What follows belongs to an exercise in optimizing a design on an open flow for small area, a short achievable clock period and few clock cycles; a production flow would make more cautious choices.
Function was checked by simulation only, so behaviour that the tests miss may differ from the original.

## flow/design.v (module list and top-level ports; edited modules follow where they fit)
// module fpa2: 78 lines
// module fpm3: 80 lines
// module fp_sin3: 58 lines
// module fp_duty2: 59 lines
// module fp_qdiv: 54 lines
// module fp_incp2: 30 lines
// module mul24: 980 lines
// module cmul_inv2pi: 349 lines
// module sin_table: 267 lines
// module cbs_rtb: 336 lines
module cbs_rtb (
    input  wire          clk,
    input  wire          rst,
    input  wire          h_valid,
    input  wire [31:0]   h_data,
    output wire          ready,
    output reg           r_valid,
    output reg  [31:0]   r_data,
    input  wire          p_valid,
    input  wire [7:0]    p_data,
    input  wire          tick,
    output wire [31:0]   period_out,
    output wire [31:0]   duty_out
);
  // ...
==> flow/run.sh <==
#!/bin/bash
# synth_recipe.tcl (not shown) runs the flow's synth.tcl, then flattens the netlist and writes it again
# the make line also repeats each setting of config.mk as NAME=value (left out here)
make -C /OpenROAD-flow-scripts/flow DESIGN_CONFIG=/design/flow/config.mk WORK_HOME=/design/flow/orfs CLKGATE_MAP_FILE= SYNTH_SCRIPT=/design/flow/synth_recipe.tcl finish
==> flow/config.mk <==
export PLATFORM = sky130hd
export DESIGN_NAME = cbs_rtb
export DESIGN_NICKNAME = cbs_rtb
export VERILOG_FILES = /design/flow/design.v
export SDC_FILE = /design/flow/constraint.sdc
export NUM_CORES = 8
export LEC_CHECK = 0
export ABC_AREA = 1
export CAP_MARGIN = 20
export CORE_MARGIN = 2
export CORE_UTILIZATION = 40
export PLACE_DENSITY = 0.6
export SLEW_MARGIN = 20
export SYNTH_MEMORY_MAX_BITS = 65536
==> flow/constraint.sdc <==
create_clock -name core_clock -period 25.0 [get_ports {clk}]
set_input_delay 5.0000 -clock core_clock [delete_from_list [all_inputs] [get_ports {clk}]]
set_output_delay 5.0000 -clock core_clock [all_outputs]
set_load 0.01 [all_outputs]
==> metrics.csv, run 1 <==
stage;metric;value;unit
synth;xor/xnor share of the synthesized area;0.05734;
cts;post-CTS sizing;0;
cts;clock net sink count;1279;
route;vias;116000;
setup_path;WP depth;39;
cts;clock-pin slew on the worst setup and hold paths;0.06;ns
floorplan;# IOs;143;
timing;hold_ws;0.3239;ns
synth;Synth async-reset ratio;0;
finish;layout cells sized above 1;0.05653;
floorplan;die height;535.8;um
setup_path;type of origin of the critical path;flip-flop;
route;post-DR wirelength/cell;25.26;um
route;Detailed Routing Iterations Pass 1;10;
timing;Clock Skew;0.1239;ns
setup_path;Slowest cell on crit path;dfxtp_4;
finish;Top class by area;multi-input combinational cells;
synth;synth warn;8;
cts;Post-CTS Setup Bufs;0;
floorplan;Core Area;281800;sq um
finish;Util after Layout;0.4376;
run_status;status;complete, no violations;
setup_path;Crit path max-delay family;compound AO/OA/AOI/OAI gates;
setup_path;Buf/Inv on CP;10;
setup_path;reg2reg end;u_add.r_sum[27]$_DFF_P_;
route;starting DRC count in detailed routing;15300;
finish;final cell count without fillers;19770;
route;Final ANT Viol Nets;0;
min_path;HP Class;flip-flop to flip-flop;
finish;multi-input gates;11780;
Testbench counts, summed over its fixed seeds: cycles 28,818.
==> module fpm3, before the edit <==
module fpm3 (
    input  wire        clk,
    input  wire [31:0] a,
    input  wire [31:0] b,
    output reg  [31:0] y
);
    wire a_e0 = ~(|a[30:23]), b_e0 = ~(|b[30:23]);
    wire a_e1 = &a[30:23],    b_e1 = &b[30:23];
    wire a_fz = ~(|a[22:0]),  b_fz = ~(|b[22:0]);
    wire a_nan = a_e1 & ~a_fz, b_nan = b_e1 & ~b_fz;
    wire a_inf = a_e1 & a_fz,  b_inf = b_e1 & b_fz;
    wire a_zero = a_e0 & a_fz, b_zero = b_e0 & b_fz;
    wire [22:0] uf = a_e0 ? a[22:0] : b[22:0];
    reg  [4:0]  lzu;
    integer i;
    always @(*) begin
        lzu = 5'd0;
        for (i = 0; i <= 22; i = i + 1)
            if (uf[i]) lzu = 22 - i;
    end
    wire [23:0] un = {uf, 1'b0} << lzu;
    wire        bsub = b_e0 & ~a_e0;
    wire [9:0]  ea = a_e0 ? -{5'd0, lzu} : {2'd0, a[30:23]};
    wire [9:0]  eb = bsub ? -{5'd0, lzu} : {2'd0, b[30:23]};
    reg [23:0] r_ma, r_mb;
    reg [9:0]  r_e;
    reg        r_s;
    reg [1:0]  r_c;       
    always @(posedge clk) begin
        r_ma <= a_e0 ? un : {1'b1, a[22:0]};
        r_mb <= bsub ? un : {1'b1, b[22:0]};
        r_e  <= ea + eb - 10'd127;
        r_s  <= a[31] ^ b[31];
        if (a_nan | b_nan | (a_inf & b_zero) | (b_inf & a_zero)) r_c <= 2'd1;
        else if (a_inf | b_inf)                                 r_c <= 2'd2;
        else if (a_zero | b_zero | (a_e0 & b_e0))               r_c <= 2'd3;
        else                                                    r_c <= 2'd0;
    end
    wire [47:0] p;
    mul24 u_mul (.a(r_ma), .b(r_mb), .p(p));
    reg [47:0] q_p;
    reg [9:0]  q_e;
    reg        q_s;
    reg [1:0]  q_c;
    always @(posedge clk) begin
        q_p <= p;
        q_e <= r_e;
        q_s <= r_s;
        q_c <= r_c;
    end
    wire        hi  = q_p[47];
    wire [23:0] m24 = hi ? q_p[47:24] : q_p[46:23];
    wire        g   = hi ? q_p[23] : q_p[22];
    wire        st  = hi ? (|q_p[22:0]) : (|q_p[21:0]);
    wire [9:0]  er  = q_e + {9'd0, hi};
    wire        uf_ = er[9] | (er == 10'd0);              
    wire [9:0]  rs  = 10'd1 - er;
    reg  [25:0] v;
    always @(*) begin
        v = {m24, g, st};
        if (uf_) begin
            if (rs > 10'd25) v = {25'd0, |{m24, g, st}};
            else
                for (i = 0; i < 5; i = i + 1)
                    if (rs[i]) v = (v >> (1 << i)) | {25'd0, |(v & ((26'd1 << (1 << i)) - 26'd1))};
        end
    end
    wire [7:0]  ef  = uf_ ? 8'd0 : er[7:0];
    wire        inc = v[1] & (v[0] | v[2]);
    wire [30:0] mag = {ef, v[24:2]} + {30'd0, inc};
    wire        ovf = !er[9] && (er > 10'd254);
    always @(posedge clk) begin
        case (q_c)
            2'd1: y <= 32'h7FC00000;
            2'd2: y <= {q_s, 8'hFF, 23'd0};
            2'd3: y <= {q_s, 31'd0};
            default: y <= ovf ? {q_s, 8'hFF, 23'd0} : {q_s, mag};
        endcase
    end
endmodule
==> module fp_qdiv, before the edit <==
module fp_qdiv (
    input  wire        clk,
    input  wire        start,
    input  wire [31:0] a,
    input  wire [31:0] b,
    output reg  [1:0]  cls,
    output wire [31:0] q
);
    wire a_zero = (a[30:23] == 8'd0);
    wire b_e0   = (b[30:23] == 8'd0);
    wire b_e1   = (&b[30:23]);
    wire b_zero = b_e0 && (b[22:0] == 23'd0);
    wire b_nan  = b_e1 && (b[22:0] != 23'd0);
    wire [8:0]  de = {1'b0, a[30:23]} - {1'b0, b[30:23]};
    wire [23:0] ma = {1'b1, a[22:0]};
    wire [23:0] mb = {1'b1, b[22:0]};
    wire        a_lt = ma < mb;
    reg [1:0]  c0;
    always @(*) begin
        if (b_nan || (a_zero && b_zero))    c0 = 2'd3;
        else if (a_zero)                    c0 = 2'd1;
        else if (b_zero)                    c0 = b[31] ? 2'd1 : 2'd2;
        else if (b[31] || b_e1)             c0 = 2'd1;
        else if (b_e0)                      c0 = 2'd2;
        else if (!de[8] && de[7:0] >= 8'd2) c0 = 2'd2;
        else if (de[8] && de[7:0] <= 8'hFE) c0 = 2'd1;
        else                                c0 = 2'd0;
    end
    reg  [24:0] r;
    reg  [23:0] dv;
    reg  [25:0] qq;
    reg  [7:0]  e;
    wire [25:0] s1 = {1'b0, r} - {2'b0, dv};
    wire        g1 = !s1[25];
    wire [24:0] r1 = {(g1 ? s1[23:0] : r[23:0]), 1'b0};
    wire [25:0] s2 = {1'b0, r1} - {2'b0, dv};
    wire        g2 = !s2[25];
    wire [24:0] r2 = {(g2 ? s2[23:0] : r1[23:0]), 1'b0};
    wire        stk = qq[0] | (r != 25'd0);
    wire        inc = qq[1] & (stk | qq[2]);
    wire [24:0] m   = {1'b0, qq[25:2]} + {24'd0, inc};
    assign q = m[24] ? {1'b0, e + 8'd1, 23'd0} : {1'b0, e, m[22:0]};
    always @(posedge clk) begin
        if (start) begin
            cls <= c0;
            r   <= a_lt ? {ma, 1'b0} : {1'b0, ma};
            dv  <= mb;
            e   <= de[7:0] + (a_lt ? 8'd126 : 8'd127);
        end else begin
            qq  <= {qq[23:0], g1, g2};
            r   <= r2;
        end
    end
endmodule
==> module cbs_rtb, before the edit <==
module cbs_rtb (
    input  wire          clk,
    input  wire          rst,
    input  wire          h_valid,
    input  wire [31:0]   h_data,
    output wire          ready,
    output reg           r_valid,
    output reg  [31:0]   r_data,
    input  wire          p_valid,
    input  wire [7:0]    p_data,
    input  wire          tick,
    output wire [31:0]   period_out,
    output wire [31:0]   duty_out
);
    localparam [31:0] TICK_STEP = 32'h3C23D70A;   
    localparam [10:0] NOMINAL   = 11'd1000;
    localparam [31:0] NOM_F     = 32'h447A0000;   
    localparam [7:0] OP_AVAIL = 8'h01, OP_FLUSH = 8'h02, OP_PEEK = 8'h03,
                     OP_REFS  = 8'h10, OP_SETC  = 8'h11, OP_RDREG = 8'h20;
    reg [7:0]  fmem [0:15];
    reg [3:0]  wc, rc;
    reg [4:0]  ic, cc;
    reg        synced, err_ill, err_corr, err_duty;
    reg [31:0] tsc, tols, st, tss;
    reg [10:0] pcorr, period, duty;
    reg [31:0] amp, freq, phase, start;
    reg [1:0]  hp_k;          
    reg        hp_setc;       
    reg        hp_ok;         
    reg [31:0] hp_op0, hp_op1;
    reg        rdy;
    reg        pend;          
    assign ready      = rdy;
    assign period_out = {21'd0, period};
    assign duty_out   = {21'd0, duty};
    reg [17:1] v;             
    reg        ph;            
    reg        eng_wait;      
    reg [31:0] st_s;          
    reg [31:0] kk;            
    reg        k_ok;
    reg [3:1]  kv;            
    reg [3:0]  ocnt;          
    reg [3:0]  acnt;          
    reg [3:0]  wp, rp;
    reg [11:0] qm [0:9];      
    reg [3:0]  lag;           
    reg        cu;            
    reg        setc_wait;     
    reg        rd_wait;       
    reg        rs_on;
    reg [4:0]  rs_n;
    wire [10:0] per_n = synced ? pcorr : NOMINAL;
    wire [31:0] da = per_n[10] ? {1'b0, 8'd135, per_n[9:0], 13'd0}
                               : {1'b0, 8'd134, per_n[8:0], 14'd0};
    wire amp_pos = !amp[31] && (amp[30:0] != 31'd0) &&
                   !((amp[30:23] == 8'hFF) && (amp[22:0] != 23'd0));
    wire eng_en = !rs_on || (rs_n >= 5'd13);
    wire issue  = eng_en && !eng_wait && !ph && (ocnt != 4'd10);
    wire cu_go  = (lag != 4'd0) && ph;                  
    wire [31:0] inc_y, tss_y, add_y, mul_y, sin_y, add_c;
    fpa2 u_inc (.clk(clk), .a(ph ? st : st_s), .b(TICK_STEP), .yc(inc_y), .y());
    fp_incp2 u_inct (.clk(clk), .x(tss), .y(tss_y));
    wire [31:0] add_a = v[7] ? mul_y : st_s;
    wire [31:0] add_b = v[7] ? phase : {~start[31], start[30:0]};
    fpa2 u_add (.clk(clk), .a(add_a), .b(add_b), .yc(add_c), .y(add_y));
    wire        k_go = !k_ok && (kv == 3'd0) && !rs_on && !v[4] && !v[13];
    wire [31:0] mul_c = rs_on ? NOM_F : da;
    wire [31:0] mul_a = v[4] ? freq : kk;
    wire [31:0] mul_b = v[4] ? add_y : (v[13] ? sin_y : mul_c);
    fpm3 u_mul (.clk(clk), .a(mul_a), .b(mul_b), .y(mul_y));
    fp_sin3 u_sin (.clk(clk), .th(add_y), .ld(v[11]), .s(sin_y));
    wire [10:0] dd;
    wire        dn;
    fp_duty2 u_duty (.clk(clk), .o(mul_y), .per(per_n), .duty(dd), .nan(dn));
    wire [11:0] dres = amp_pos ? {dn, dd} : 12'd0;
    wire [1:0]  div_cls;
    wire [31:0] div_q;
    fp_qdiv u_div (.clk(clk), .start(rs_on && rs_n == 5'd3), .a(tss), .b(add_y),
                   .cls(div_cls), .q(div_q));
    function automatic [10:0] corr_clamp(input [31:0] q);
        reg [32:0] x2;
        reg [32:0] r;
        begin
            if (q[31] || q[30:23] == 0)
                corr_clamp = 11'd900;
            else if (q[30:23] >= 8'd159)
                corr_clamp = 11'd1100;
            else begin
                if (q[30:23] >= 8'd149)
                    x2 = {9'd0, 1'b1, q[22:0]} << (q[30:23] - 8'd149);
                else if (8'd149 - q[30:23] >= 8'd24)
                    x2 = 33'd0;
                else
                    x2 = {9'd0, 1'b1, q[22:0]} >> (8'd149 - q[30:23]);
                r = (x2 + 33'd1) >> 1;
                if (r < 33'd900)
                    corr_clamp = 11'd900;
                else if (r > 33'd1100)
                    corr_clamp = 11'd1100;
                else
                    corr_clamp = r[10:0];
            end
        end
    endfunction
    wire        h_acc = h_valid && rdy;
    wire        t_acc = tick && rdy;
    wire [7:0]  opc   = h_data[31:24];
    wire [23:0] arg   = h_data[23:0];
    wire        first_multi = h_acc && hp_k == 2'd0 && (opc == OP_REFS || opc == OP_SETC);
    wire        do1     = h_acc && hp_k == 2'd0 && !first_multi;    
    wire        do_refs = h_acc && hp_k == 2'd1 && !hp_setc;
    wire        do_setc = h_acc && hp_k == 2'd1 && hp_setc;
    wire       we   = p_valid;
    wire [3:0] wc_i = wc + 4'd1;
    wire [4:0] ic_i = (ic == 5'd16) ? ic : ic + 5'd1;
    wire [3:0] wc1  = we ? wc_i : wc;
    wire [4:0] ic1  = we ? ic_i : ic;
    wire [5:0] as0  = {1'b0, cc} + {1'b0, ic};
    wire [5:0] as1  = {1'b0, cc} + {1'b0, ic_i};
    wire       ag0  = (as0 >= 6'd16), ag1 = (as1 >= 6'd16);
    wire [4:0] av0  = ag0 ? 5'd16 : as0[4:0];
    wire [4:0] av1  = ag1 ? 5'd16 : as1[4:0];
    wire       avail_ge = we ? ag1 : ag0;
    wire [4:0] avail_c  = we ? av1 : av0;
    wire [3:0] peek_addr = arg[3:0] + rc;
    wire [7:0] peek_data = (we && peek_addr == wc) ? p_data : fmem[peek_addr];
    wire       rd_lo = (arg[7:3] == 5'd0) && (arg[2:0] <= 3'd5);
    wire       rd_hi = (arg[7:4] == 4'd1) && (arg[3:0] <= 4'hA);
    wire       rd_ok = (arg[23:8] == 16'd0) && (rd_lo || rd_hi);
    reg  [4:0] rd_v0;
    always @(*) begin
        case (arg[2:0])
            3'd0: rd_v0 = {1'b0, err_duty, err_corr, err_ill, synced};
            3'd1: rd_v0 = 5'd16;
            3'd2: rd_v0 = {1'b0, wc1};
            3'd3: rd_v0 = {1'b0, rc};
            3'd4: rd_v0 = ic1;
            default: rd_v0 = cc;
        endcase
    end
    reg  [3:0]  rd_idx;
    reg  [31:0] rd_v1;
    always @(*) begin
        case (rd_idx)
            4'h0: rd_v1 = st;
            4'h1: rd_v1 = tsc;
            4'h2: rd_v1 = tols;
            4'h3: rd_v1 = tss;
            4'h4: rd_v1 = {21'd0, pcorr};
            4'h5: rd_v1 = {21'd0, period};
            4'h6: rd_v1 = {21'd0, duty};
            4'h7: rd_v1 = amp;
            4'h8: rd_v1 = freq;
            4'h9: rd_v1 = phase;
            default: rd_v1 = start;
        endcase
    end
    always @(posedge clk) begin
        if (we && !rst)
            fmem[wc] <= p_data;
    end
    wire        q_here = (acnt != 4'd0) || v[17];
    wire        commit = (t_acc || pend) && q_here;
    wire [11:0] cres   = (acnt != 4'd0) ? qm[rp] : dres;
    wire        qpush  = v[17] && !(commit && acnt == 4'd0);
    wire        qpop   = commit && acnt != 4'd0;
    always @(posedge clk) begin
        if (qpush) qm[wp] <= dres;
        if (do1) rd_idx <= arg[3:0];
    end
    always @(posedge clk) begin
        if (rst) begin
            wc <= 0; rc <= 0; ic <= 0; cc <= 0;
            synced <= 1'b0; err_ill <= 1'b0; err_corr <= 1'b0; err_duty <= 1'b0;
            tsc <= 32'd0; tols <= 32'd0; st <= 32'd0; tss <= 32'd0;
            pcorr <= NOMINAL; period <= NOMINAL; duty <= 11'd0;
            amp <= 32'd0; freq <= 32'd0; phase <= 32'd0; start <= 32'd0;
            hp_k <= 2'd0; hp_setc <= 1'b0; hp_ok <= 1'b0;
            rdy <= 1'b1; pend <= 1'b0;
            r_valid <= 1'b0; r_data <= 32'd0;
            v <= 17'd0; ph <= 1'b0; eng_wait <= 1'b1; k_ok <= 1'b0; kv <= 3'd0;
            ocnt <= 4'd0; acnt <= 4'd0; wp <= 4'd0; rp <= 4'd0;
            lag <= 4'd0; cu <= 1'b0; setc_wait <= 1'b0; rd_wait <= 1'b0;
            rs_on <= 1'b0; rs_n <= 5'd0;
        end else begin
            r_valid <= 1'b0;
            wc <= wc1;
            ic <= ic1;
            v  <= {v[16:1], issue};
            ph <= (rs_on && rs_n == 5'd0 && lag == 4'd0) ? 1'b0 : ~ph;    
            if (v[1] && synced) st_s <= inc_y;
            kv <= {kv[2:1], k_go};
            if (kv[3]) begin kk <= mul_y; k_ok <= 1'b1; end
            cu <= cu_go;
            if (cu) begin
                st  <= inc_y;
                tss <= tss_y;
            end
            lag <= lag - {3'd0, cu} + {3'd0, commit && synced};
            if (eng_wait && lag == 4'd0 && (!rs_on || rs_n >= 5'd12)) begin
                eng_wait <= 1'b0;
                st_s <= st;
                if (setc_wait) begin
                    setc_wait <= 1'b0;
                    start <= st;
                    r_valid <= 1'b1;
                    r_data <= 32'd0;
                    rdy <= 1'b1;
                end
            end
            if (rd_wait && (lag == 4'd0 || (rd_idx != 4'h0 && rd_idx != 4'h3))) begin
                rd_wait <= 1'b0;
                r_valid <= 1'b1;
                r_data <= rd_v1;
            end
            if (qpush) wp <= (wp == 4'd9) ? 4'd0 : wp + 4'd1;
            if (qpop)  rp <= (rp == 4'd9) ? 4'd0 : rp + 4'd1;
            acnt <= acnt + {3'd0, qpush} - {3'd0, qpop};
            ocnt <= ocnt + {3'd0, issue} - {3'd0, commit};
            if (commit) begin
                period <= per_n;
                duty <= cres[10:0];
                if (cres[11]) err_duty <= 1'b1;
                pend <= 1'b0;
                rdy <= 1'b1;
            end else if (t_acc) begin
                pend <= 1'b1;
                rdy <= 1'b0;
            end
            if (v[13] && !k_ok) begin
                v <= 17'd0; ocnt <= 4'd0; acnt <= 4'd0; wp <= 4'd0; rp <= 4'd0;
                eng_wait <= 1'b1; kv <= 3'd0; kk <= amp;
            end
            if (h_acc) begin
                if (hp_k == 2'd0) begin
                    hp_ok <= (arg == 24'd0);
                    if (opc == OP_REFS) begin hp_k <= 2'd1; hp_setc <= 1'b0; end
                    else if (opc == OP_SETC) begin hp_k <= 2'd3; hp_setc <= 1'b1; end
                end else begin
                    hp_k <= hp_k - 2'd1;
                    if (hp_k == 2'd3) hp_op0 <= h_data;
                    if (hp_k == 2'd2) hp_op1 <= h_data;
                end
            end
            if (do1) begin
                r_valid <= 1'b1;
                r_data  <= 32'd0;
                case (opc)
                    OP_AVAIL:
                        if (arg != 0) err_ill <= 1'b1;
                        else begin
                            if (avail_ge) rc <= wc1;
                            cc <= avail_c;
                            ic <= 5'd0;
                            r_data <= {27'd0, avail_c};
                        end
                    OP_FLUSH: begin
                        rc <= rc + arg[3:0];
                        cc <= (arg[23:5] == 19'd0 && cc >= arg[4:0]) ? cc - arg[4:0] : 5'd0;
                    end
                    OP_PEEK:
                        r_data <= {24'd0, peek_data};
                    OP_RDREG:
                        if (!rd_ok) err_ill <= 1'b1;
                        else if (rd_hi) begin
                            r_valid <= 1'b0;
                            rd_wait <= 1'b1;
                        end else r_data <= {27'd0, rd_v0};
                    default:
                        err_ill <= 1'b1;
                endcase
            end
            if (do_setc) begin
                if (!hp_ok) begin
                    err_ill <= 1'b1;
                    r_valid <= 1'b1;
                    r_data  <= 32'd0;
                end else begin
                    amp <= hp_op0; freq <= hp_op1; phase <= h_data;
                    kk <= hp_op0;
                    setc_wait <= 1'b1;
                    rdy <= 1'b0;
                    v <= 17'd0; ocnt <= 4'd0; acnt <= 4'd0; wp <= 4'd0; rp <= 4'd0;
                    eng_wait <= 1'b1; k_ok <= 1'b0; kv <= 3'd0;
                end
            end
            if (do_refs) begin
                if (!hp_ok) begin
                    err_ill <= 1'b1;
                    r_valid <= 1'b1;
                    r_data  <= 32'd0;
                end else if (!synced) begin
                    tsc <= h_data; tols <= h_data; st <= h_data;
                    tss <= 32'd0;
                    synced <= 1'b1;
                    kk <= amp;
                    r_valid <= 1'b1;
                    r_data  <= 32'd0;
                    v <= 17'd0; ocnt <= 4'd0; acnt <= 4'd0; wp <= 4'd0; rp <= 4'd0;
                    eng_wait <= 1'b1; k_ok <= 1'b0; kv <= 3'd0;
                end else begin
                    kk <= start;
                    start <= tols;
                    st_s <= h_data;
                    tols <= h_data;
                    rs_on <= 1'b1;
                    rs_n <= 5'd0;
                    rdy <= 1'b0;
                    v <= 17'd0; ocnt <= 4'd0; acnt <= 4'd0; wp <= 4'd0; rp <= 4'd0;
                    eng_wait <= 1'b1; k_ok <= 1'b0; kv <= 3'd0;
                end
            end
            if (rs_on) begin
                if (rs_n != 5'd0 || lag == 4'd0)
                    rs_n <= rs_n + 5'd1;
                if (rs_n == 5'd2) start <= kk;
                if (rs_n == 5'd17) kk <= div_q;
                if (rs_n == 5'd21) begin
                    kk <= amp;
                    case (div_cls)
                        2'd0: pcorr <= corr_clamp(mul_y);
                        2'd1: pcorr <= 11'd900;
                        2'd2: pcorr <= 11'd1100;
                        default: err_corr <= 1'b1;
                    endcase
                    tss <= 32'd0;
                    r_valid <= 1'b1;
                    r_data <= 32'd0;
                    rdy <= 1'b1;
                    rs_on <= 1'b0;
                end
            end
        end
    end
endmodule
==> run 2, diff against run 1 <==
--- a/flow/design.v
+++ b/flow/design.v
@@ -80,6 +80,7 @@
     input  wire        clk,
     input  wire [31:0] a,
     input  wire [31:0] b,
+    output reg  [31:0] yc,
     output reg  [31:0] y
 );
     wire a_e0 = ~(|a[30:23]), b_e0 = ~(|b[30:23]);
@@ -147,14 +148,15 @@
     wire        inc = v[1] & (v[0] | v[2]);
     wire [30:0] mag = {ef, v[24:2]} + {30'd0, inc};
     wire        ovf = !er[9] && (er > 10'd254);
-    always @(posedge clk) begin
+    always @(*) begin
         case (q_c)
-            2'd1: y <= 32'h7FC00000;
-            2'd2: y <= {q_s, 8'hFF, 23'd0};
-            2'd3: y <= {q_s, 31'd0};
-            default: y <= ovf ? {q_s, 8'hFF, 23'd0} : {q_s, mag};
+            2'd1: yc = 32'h7FC00000;
+            2'd2: yc = {q_s, 8'hFF, 23'd0};
+            2'd3: yc = {q_s, 31'd0};
+            default: yc = ovf ? {q_s, 8'hFF, 23'd0} : {q_s, mag};
         endcase
     end
+    always @(posedge clk) y <= yc;
 endmodule
 module fp_sin3 (
     input  wire        clk,
@@ -301,16 +303,18 @@
         else if (de[8] && de[7:0] <= 8'hFE) c0 = 2'd1;
         else                                c0 = 2'd0;
     end
-    reg  [24:0] r;
+    reg  [24:0] r;            
     reg  [23:0] dv;
+    reg  [25:0] dv3;          
     reg  [25:0] qq;
     reg  [7:0]  e;
-    wire [25:0] s1 = {1'b0, r} - {2'b0, dv};
-    wire        g1 = !s1[25];
-    wire [24:0] r1 = {(g1 ? s1[23:0] : r[23:0]), 1'b0};
-    wire [25:0] s2 = {1'b0, r1} - {2'b0, dv};
-    wire        g2 = !s2[25];
-    wire [24:0] r2 = {(g2 ? s2[23:0] : r1[23:0]), 1'b0};
+    wire [26:0] s1 = {1'b0, r, 1'b0} - {3'b0, dv};
+    wire [26:0] s2 = {1'b0, r, 1'b0} - {2'b0, dv, 1'b0};
+    wire [26:0] s3 = {1'b0, r, 1'b0} - {1'b0, dv3};
+    wire        g1 = !s2[26];                   
+    wire        g2 = g1 ? !s3[26] : !s1[26];    
+    wire [23:0] rr = g1 ? (g2 ? s3[23:0] : s2[23:0]) : (g2 ? s1[23:0] : {r[22:0], 1'b0});
+    wire [24:0] r2 = {rr, 1'b0};
     wire        stk = qq[0] | (r != 25'd0);
     wire        inc = qq[1] & (stk | qq[2]);
     wire [24:0] m   = {1'b0, qq[25:2]} + {24'd0, inc};
@@ -320,6 +324,7 @@
             cls <= c0;
             r   <= a_lt ? {ma, 1'b0} : {1'b0, ma};
             dv  <= mb;
+            dv3 <= {2'b00, mb} + {1'b0, mb, 1'b0};
             e   <= de[7:0] + (a_lt ? 8'd126 : 8'd127);
         end else begin
             qq  <= {qq[23:0], g1, g2};
@@ -2013,17 +2018,14 @@
     wire eng_en = !rs_on || (rs_n >= 5'd13);
     wire issue  = eng_en && !eng_wait && !ph && (ocnt != 4'd10);
     wire cu_go  = (lag != 4'd0) && ph;                  
-    wire [31:0] inc_y, tss_y, add_y, mul_y, sin_y, add_c;
+    wire [31:0] inc_y, tss_y, add_y, mul_y, sin_y, add_c, mul_c;
     fpa2 u_inc (.clk(clk), .a(ph ? st : st_s), .b(TICK_STEP), .yc(inc_y), .y());
     fp_incp2 u_inct (.clk(clk), .x(tss), .y(tss_y));
-    wire [31:0] add_a = v[7] ? mul_y : st_s;
-    wire [31:0] add_b = v[7] ? phase : {~start[31], start[30:0]};
-    fpa2 u_add (.clk(clk), .a(add_a), .b(add_b), .yc(add_c), .y(add_y));
-    wire        k_go = !k_ok && (kv == 3'd0) && !rs_on && !v[4] && !v[13];
-    wire [31:0] mul_c = rs_on ? NOM_F : da;
-    wire [31:0] mul_a = v[4] ? freq : kk;
-    wire [31:0] mul_b = v[4] ? add_y : (v[13] ? sin_y : mul_c);
-    fpm3 u_mul (.clk(clk), .a(mul_a), .b(mul_b), .y(mul_y));
+    reg  [31:0] xa, xb, ya, yb;
+    reg         ld_amp;       
+    fpa2 u_add (.clk(clk), .a(xa), .b(xb), .yc(add_c), .y(add_y));
+    fpm3 u_mul (.clk(clk), .a(ya), .b(yb), .yc(mul_c), .y(mul_y));
+    wire        k_go = !k_ok && (kv == 3'd0) && !rs_on && ld_amp && !v[4] && !v[13];
     fp_sin3 u_sin (.clk(clk), .th(add_y), .ld(v[11]), .s(sin_y));
     wire [10:0] dd;
     wire        dn;
@@ -2058,6 +2060,18 @@
             end
         end
     endfunction
+    reg  [10:0] pc_new;
+    always @(*) begin
+        case (div_cls)
+            2'd0: pc_new = corr_clamp(mul_y);
+            2'd1: pc_new = 11'd900;
+            2'd2: pc_new = 11'd1100;
+            default: pc_new = pcorr;
+        endcase
+    end
+    wire [31:0] da_new = pc_new[10] ? {1'b0, 8'd135, pc_new[9:0], 13'd0}
+                                    : {1'b0, 8'd134, pc_new[8:0], 14'd0};
+    wire        rs_last = rs_on && (rs_n == 5'd21);
     wire        h_acc = h_valid && rdy;
     wire        t_acc = tick && rdy;
     wire [7:0]  opc   = h_data[31:24];
@@ -2115,11 +2129,22 @@
         if (we && !rst)
             fmem[wc] <= p_data;
     end
-    wire        q_here = (acnt != 4'd0) || v[17];
-    wire        commit = (t_acc || pend) && q_here;
-    wire [11:0] cres   = (acnt != 4'd0) ? qm[rp] : dres;
-    wire        qpush  = v[17] && !(commit && acnt == 4'd0);
-    wire        qpop   = commit && acnt != 4'd0;
+    wire        q_any  = (acnt != 4'd0);
+    wire        q_here = q_any || v[17];
+    wire        commit = (pend && q_here) || (tick && rdy && q_here);
+    wire [11:0] cres   = q_any ? qm[rp] : dres;
+    wire        qpush  = v[17] && !(commit && !q_any);
+    wire [3:0]  acnt_n0 = acnt + {3'd0, v[17]};
+    wire [3:0]  acnt_n1 = q_any ? acnt + {3'd0, v[17]} - 4'd1 : acnt;
+    wire [3:0]  ocnt_n0 = ocnt + {3'd0, issue};
+    wire [3:0]  ocnt_n1 = ocnt + {3'd0, issue} - 4'd1;
+    wire [3:0]  lag_n0  = lag - {3'd0, cu};
+    wire [3:0]  lag_n1  = lag - {3'd0, cu} + {3'd0, synced};
+    wire [3:0]  wp_i    = (wp == 4'd9) ? 4'd0 : wp + 4'd1;
+    wire [3:0]  rp_i    = (rp == 4'd9) ? 4'd0 : rp + 4'd1;
+    wire [3:0]  wp_n0   = v[17] ? wp_i : wp;
+    wire [3:0]  wp_n1   = (v[17] && q_any) ? wp_i : wp;
+    wire [3:0]  rp_n1   = q_any ? rp_i : rp;
     always @(posedge clk) begin
         if (qpush) qm[wp] <= dres;
         if (do1) rd_idx <= arg[3:0];
@@ -2146,13 +2171,32 @@
             ph <= (rs_on && rs_n == 5'd0 && lag == 4'd0) ? 1'b0 : ~ph;    
             if (v[1] && synced) st_s <= inc_y;
             kv <= {kv[2:1], k_go};
+            if (v[1]) begin
+                xa <= synced ? inc_y : st_s;
+                xb <= {~start[31], start[30:0]};
+            end else if (v[6]) begin
+                xa <= mul_c;
+                xb <= phase;
+            end
+            ld_amp <= 1'b0;
+            if (v[3]) begin
+                ya <= freq; yb <= add_c;
+            end else if (v[12]) begin
+                ya <= kv[3] ? mul_y : kk;    
+                yb <= sin_y;
+            end else if (rs_on && !rs_last) begin
+                ya <= div_q; yb <= NOM_F;
+            end else begin
+                ya <= amp; yb <= rs_on ? da_new : da;
+                ld_amp <= 1'b1;
+            end
             if (kv[3]) begin kk <= mul_y; k_ok <= 1'b1; end
             cu <= cu_go;
             if (cu) begin
                 st  <= inc_y;
                 tss <= tss_y;
             end
-            lag <= lag - {3'd0, cu} + {3'd0, commit && synced};
+            lag <= commit ? lag_n1 : lag_n0;
             if (eng_wait && lag == 4'd0 && (!rs_on || rs_n >= 5'd12)) begin
                 eng_wait <= 1'b0;
                 st_s <= st;
@@ -2169,10 +2213,10 @@
                 r_valid <= 1'b1;
                 r_data <= rd_v1;
             end
-            if (qpush) wp <= (wp == 4'd9) ? 4'd0 : wp + 4'd1;
-            if (qpop)  rp <= (rp == 4'd9) ? 4'd0 : rp + 4'd1;
-            acnt <= acnt + {3'd0, qpush} - {3'd0, qpop};
-            ocnt <= ocnt + {3'd0, issue} - {3'd0, commit};
+            wp   <= commit ? wp_n1 : wp_n0;
+            rp   <= commit ? rp_n1 : rp;
+            acnt <= commit ? acnt_n1 : acnt_n0;
+            ocnt <= commit ? ocnt_n1 : ocnt_n0;
             if (commit) begin
                 period <= per_n;
                 duty <= cres[10:0];
@@ -2183,9 +2227,9 @@
                 pend <= 1'b1;
                 rdy <= 1'b0;
             end
-            if (v[13] && !k_ok) begin
+            if (v[12] && !k_ok && !kv[3]) begin
                 v <= 17'd0; ocnt <= 4'd0; acnt <= 4'd0; wp <= 4'd0; rp <= 4'd0;
-                eng_wait <= 1'b1; kv <= 3'd0; kk <= amp;
+                eng_wait <= 1'b1; kv <= 3'd0; ld_amp <= 1'b0;
             end
             if (h_acc) begin
                 if (hp_k == 2'd0) begin
@@ -2233,7 +2277,7 @@
                     r_data  <= 32'd0;
                 end else begin
                     amp <= hp_op0; freq <= hp_op1; phase <= h_data;
-                    kk <= hp_op0;
+                    ld_amp <= 1'b0;
                     setc_wait <= 1'b1;
                     rdy <= 1'b0;
                     v <= 17'd0; ocnt <= 4'd0; acnt <= 4'd0; wp <= 4'd0; rp <= 4'd0;
@@ -2249,15 +2293,14 @@
                     tsc <= h_data; tols <= h_data; st <= h_data;
                     tss <= 32'd0;
                     synced <= 1'b1;
-                    kk <= amp;
+                    ld_amp <= 1'b0;
                     r_valid <= 1'b1;
                     r_data  <= 32'd0;
                     v <= 17'd0; ocnt <= 4'd0; acnt <= 4'd0; wp <= 4'd0; rp <= 4'd0;
                     eng_wait <= 1'b1; k_ok <= 1'b0; kv <= 3'd0;
                 end else begin
-                    kk <= start;
-                    start <= tols;
-                    st_s <= h_data;
+                    xa <= h_data;
+                    xb <= {~tols[31], tols[30:0]};
                     tols <= h_data;
                     rs_on <= 1'b1;
                     rs_n <= 5'd0;
@@ -2269,16 +2312,9 @@
             if (rs_on) begin
                 if (rs_n != 5'd0 || lag == 4'd0)
                     rs_n <= rs_n + 5'd1;
-                if (rs_n == 5'd2) start <= kk;
-                if (rs_n == 5'd17) kk <= div_q;
-                if (rs_n == 5'd21) begin
-                    kk <= amp;
-                    case (div_cls)
-                        2'd0: pcorr <= corr_clamp(mul_y);
-                        2'd1: pcorr <= 11'd900;
-                        2'd2: pcorr <= 11'd1100;
-                        default: err_corr <= 1'b1;
-                    endcase
+                if (rs_last) begin
+                    pcorr <= pc_new;
+                    if (div_cls == 2'd3) err_corr <= 1'b1;
                     tss <= 32'd0;
                     r_valid <= 1'b1;
                     r_data <= 32'd0;
==> metrics.csv, run 2 <==
stage;metric;value;unit;change
finish;register area;34940;sq um;was 30310 sq um
synth;leading area contributor after synthesis;edfxtp_1;;was dfxtp_1
setup_path;Reg2Reg Setup Slack;16.76;ns;was 15.79 ns
setup_path;depth of the most critical reg-to-reg path;40;;was 39
setup_path;FF-to-FF Start;u_inc.r_sum[8]$_DFF_P_;;was v[7]$_SDFF_PP0_
synth;xor/xnor share of the synthesized area;0.05801;;was 0.05734
min_path;Worst Hold Launch;u_mul.r_e[5]$_DFF_P_;;was u_mul.r_e[1]$_DFF_P_
timing;PnR worst setup slack;16.74;ns;was 15.79 ns
finish;FILL cells;31060;;was 29510
flow_run;MaxCap Viol Count;0;;unchanged
floorplan;Starting Density;0.4014;;was 0.4015
synth;area share of the largest cell type after synthesis;0.1556;;was 0.1433
setup_path;CP cell instances;clkdlybuf4s50_1 > nor4_1 > nand3_1 > nor4_1 > nand4_1 > nor3_1 > nand3_1 > nor2_1 > inv_1 > nor2_1 > inv_1 > a21oi_1 > inv_1 > a21oi_1 > o21ai_0 > a21oi_1;;
placement;port bufs;100;;unchanged
timing;Clock Skew;0.08790;ns;was 0.1239 ns
run_status;status;complete, no violations;;unchanged
synth;dominant synthesized flop cell;dfxtp_1;;unchanged
grt;first-pass GRT wire length;754.1;mm;was 724.9 mm
placement;Place WS;15.89;ns;was 15.33 ns
finish;Synth-to-Final Area Change;8.814;%;was 8.995%
synth;Post-Synth Adder-Cell Area;0.1266;;was 0.1288
setup_path;Slowest cell on crit path;nand4_1;;was dfxtp_4
cts;Clk Latency, worst-skew pair;0.91;ns;was 0.93 ns
synth;Post-Synthesis Cells;16750;;was 16120
floorplan;die height;552.3;um;was 535.8 um
finish;max reg flops;128;;unchanged
synth;synth warn;8;;unchanged
floorplan;overall die area;305000;sq um;was 287100 sq um
route;post-DR wirelength/cell;25.30;um;was 25.26 um
route;vias;120300;;was 116000
synth;Avg Cell Area, Syn;7.177;sq um;was 7.019 sq um
timing;crit share post-route;0.3305;;was 0.3684
route;metal3 WL;49.38;mm;was 60.12 mm
finish;Largest Register;fmem;;unchanged
route;starting DRC count in detailed routing;14630;;was 15300
synth;Area contributors post-synth;edfxtp_1, dfxtp_1, nand2_1;;was dfxtp_1, edfxtp_1, nand2_1
synth;mapped cell area;120200;sq um;was 113100 sq um
finish;Multi-input gate area;73440;sq um;was 71110 sq um
placement;GPL Wtd Cong;1.071;;was 1.068
grt;largest net degree at the start of global routing;211;;was 80
synth;post-synthesis compound-gate area fraction;0.2082;;was 0.2143
route;DR top layer;met5;;unchanged
synth;largest family of logic cells by synthesized area;simple AND/OR/NAND/NOR gates;;unchanged
timing;Max Clock Freq;121.0;MHz;was 108.6 MHz
cts;CTS Buffer Depth;4;;unchanged
synth;EDFF count, synth;623;;was 469
cts;H-tree Lvls;4;;unchanged
route;Detailed Routing Iterations Pass 1;10;;unchanged
cts;CTS tree;yes;;unchanged
setup_path;crit path kind;input port to flip-flop;;was flip-flop to flip-flop
timing;Final TNS setup;0;ns;unchanged
route;DRT met1 WL;211.6;mm;was 208.2 mm
timing;final hold viol count;0;;unchanged
grt;Congestion Overflow GR;0;;unchanged
setup_path;delay of the slowest critical-path stage;0.69;ns;was 0.89 ns
timing;slew of the pin with the lowest slew margin;1.263;ns;was 1.323 ns
route;DRC Markers;0;;unchanged
setup_path;Buf/Inv on CP;4;;was 10
timing;Final Critical Period;8.262;ns;was 9.211 ns
finish;final cell count without fillers;20580;;was 19770
placement;DP HPWL;400.6;mm;was 384.9 mm
synth;Synth async-reset ratio;0;;unchanged
route;Met2 Routed Length;223.5;mm;was 202.0 mm
grt;GRT Util Overall;0.3284;;was 0.3361
setup_path;crit path max fanout;8;;was 72
cts;CTS Buf Count;173;;was 156
finish;most frequent cells in the layout;nand2_1, inv_1, o21ai_0;;unchanged
grt;initial antenna violation count;32;;was 27
cts;root buffer cell;clkbuf_16;;unchanged
synth;post-synthesis mux area share;0.003673;;was 0.007377
cts;clock net sink count;1433;;was 1279
cts;Post-CTS Hold Buffers;0;;unchanged
floorplan;Core Area;299500;sq um;was 281800 sq um
setup_path;crit path from;h_data[8];;was v[7]$_SDFF_PP0_
min_path;Worst Hold End;u_mul.q_e[5]$_DFF_P_;;was u_mul.q_e[1]$_DFF_P_
min_path;HP Class;flip-flop to flip-flop;;unchanged
finish;Util after Layout;0.4368;;was 0.4376
route;via/cell ratio;5.846;;was 5.867
setup_path;reg2reg end;xa[3]$_DFFE_PN_;;was u_add.r_sum[27]$_DFF_P_
timing;Final setup viols;0;;unchanged
synth;Post-synth top cells;nand2_1, inv_1, o21ai_0;;unchanged
cts;Post-CTS Setup Bufs;0;;unchanged
min_path;Hold Path Stages;0;;unchanged
timing;final number of max-transition violations;0;;unchanged
timing;Slew HR;0.1488;;was 0.1038
floorplan;# IOs;143;;unchanged
setup_path;Crit. End Element;flip-flop;;unchanged
synth;simple-gate share of the synthesized area;0.2103;;was 0.2174
route;Final ANT Viol Nets;0;;unchanged
cts;post-CTS sizing;0;;unchanged
route;Routed WL;520.7;mm;was 499.3 mm
placement;Placed Instances;20240;;was 19480
finish;Largest regs;fmem: 128 flops, qm: 120 flops, u_mul.q_p: 48 flops;;unchanged
cts;clock-pin slew on the worst setup and hold paths;0.06;ns;about the same
floorplan;die width;552.3;um;was 535.8 um
synth;most frequent cell after synthesis;nand2_1;;unchanged
timing;RSZ-0062 raised after global routing;no;;unchanged
finish;fin nets;17490;;was 16870
setup_path;Crit path max-delay family;simple AND/OR/NAND/NOR gates;;was compound AO/OA/AOI/OAI gates
synth;#FFs+latches synth;1433;;was 1279
finish;commonest non-fill, non-tap cell in the layout;nand2_1;;unchanged
setup_path;critical path required time;25.83;ns;was 25.77 ns
setup_path;CP arrival;9.10;ns;was 9.98 ns
synth;Unique masters post-synth;95;;was 108
grt;vias in the first global route;110700;;was 105900
floorplan;Row Count;201;;was 195
setup_path;type of origin of the critical path;input port;;was flip-flop
synth;sequential-to-total area share from yosys stat;0.2905;;was 0.2678
finish;layout cells sized above 1;0.05337;;was 0.05653
## run 2: layer usage
layer | vias to the layer above | global-route usage
li1 | 55870 | -
met1 | 57020 | 0.4328
met2 | 6159 | 0.4993
met3 | 1221 | 0.06175
met4 | 12 | 0.1950
met5 | - | 0
## run 2: cells by family (layout without fill, tap and decap cells)
group                    after synthesis  after routing
buffers and inverters               3182           2988
AND/OR/NAND/NOR                     6004           6004
flip-flops                          1433           1433
other                                  2             60
adder cells (fa/ha/maj)              986            986
multiplexers                          44             44
AO/OA/AOI/OAI                       4310           4310
XOR/XNOR                             793            793
## run 2: final cells by class
| class | instances | area share |
|---|---|---|
| Multi-Input combinational cell | 12180 | 0.5613 |
| Tap cell | 3958 | 0.03785 |
| Clock buffer | 225 | 0.03702 |
| Antenna cell | 17 | 0.0003251 |
| Timing Repair Buffer | 359 | 0.02278 |
| Inverter | 2313 | 0.06648 |
| Clock inverter | 91 | 0.007182 |
| Sequential cell | 1433 | 0.2670 |
## run 2: metrics by stage
step           hold WS [ns]  area [sq um]
6_report             0.3236        130800
5_1_grt              0.3270        130800
4_1_cts              0.3285        130700
3_5_place_dp         0.3143        124900
3_3_place_gp         0.3108        124900
2_1_floorplan        0.3096        120400
## run 2: how the worst max path moves through the flow
stage / depth (start not counted) / slack (ns) / end
finish: 16 / 16.74 / cc[1]$_SDFFE_PP0P_
detailed placement: 16 / 15.89 / cc[1]$_SDFFE_PP0P_
global placement: 16 / 15.90 / cc[1]$_SDFFE_PP0P_
floorplan: 5 / 14.26 / amp[31]$_SDFFE_PP0P_
CTS: 35 / 16.73 / u_mul.q_p[47]$_DFF_P_
global route: 56 / 15.95 / xa[3]$_DFFE_PN_
## run 2: worst reg2reg max path: cells and delay by family (launching register included)
| family | cells | cell delay (ns) |
|---|---|---|
| xor+xnor | 1 | 0.14 |
| simple gates | 25 | 4.15 |
| flops | 1 | 0.43 |
| fa+ha+maj | 3 | 1.35 |
| buf+inv | 4 | 0.57 |
| compound gates | 7 | 1.44 |
Testbench counts of run 2, summed over its fixed seeds: cycles 28,818.

-- what the ideal ports hide --
The flow's constraints put no driver on any port. The routed layouts listed below were extracted and timed again, unchanged, in two steps. Step 1 sets driving cells, clkbuf_16 on the clock port and buf_2 on the other inputs (assumed; they add their load-dependent delay and slew). Step 2, shift: input delay + t, output delay - t, t = (earliest + latest rising clock arrival at the registers) / 2. This alone moves slack from input paths to output paths. Slacks: ideal ports / drivers / drivers and shift; pairs: ideal ports / drivers.
run	t, ns	setup slack, ns	latest minus earliest clock arrival (ns)	worst slew at a driven data input, ns	cell pins on the clock port's net
run 1	0.953	15.789 / 15.789 / 15.191	0.128 / 0.128	0.08	1
run 2	0.978	16.739 / 16.756 / 15.849	0.090 / 0.089	0.21	1
After both steps every run listed still meets setup and hold. The setup slack of run 2, which loses most, moves by +0.017 ns with the drivers and by -0.890 ns with both steps.
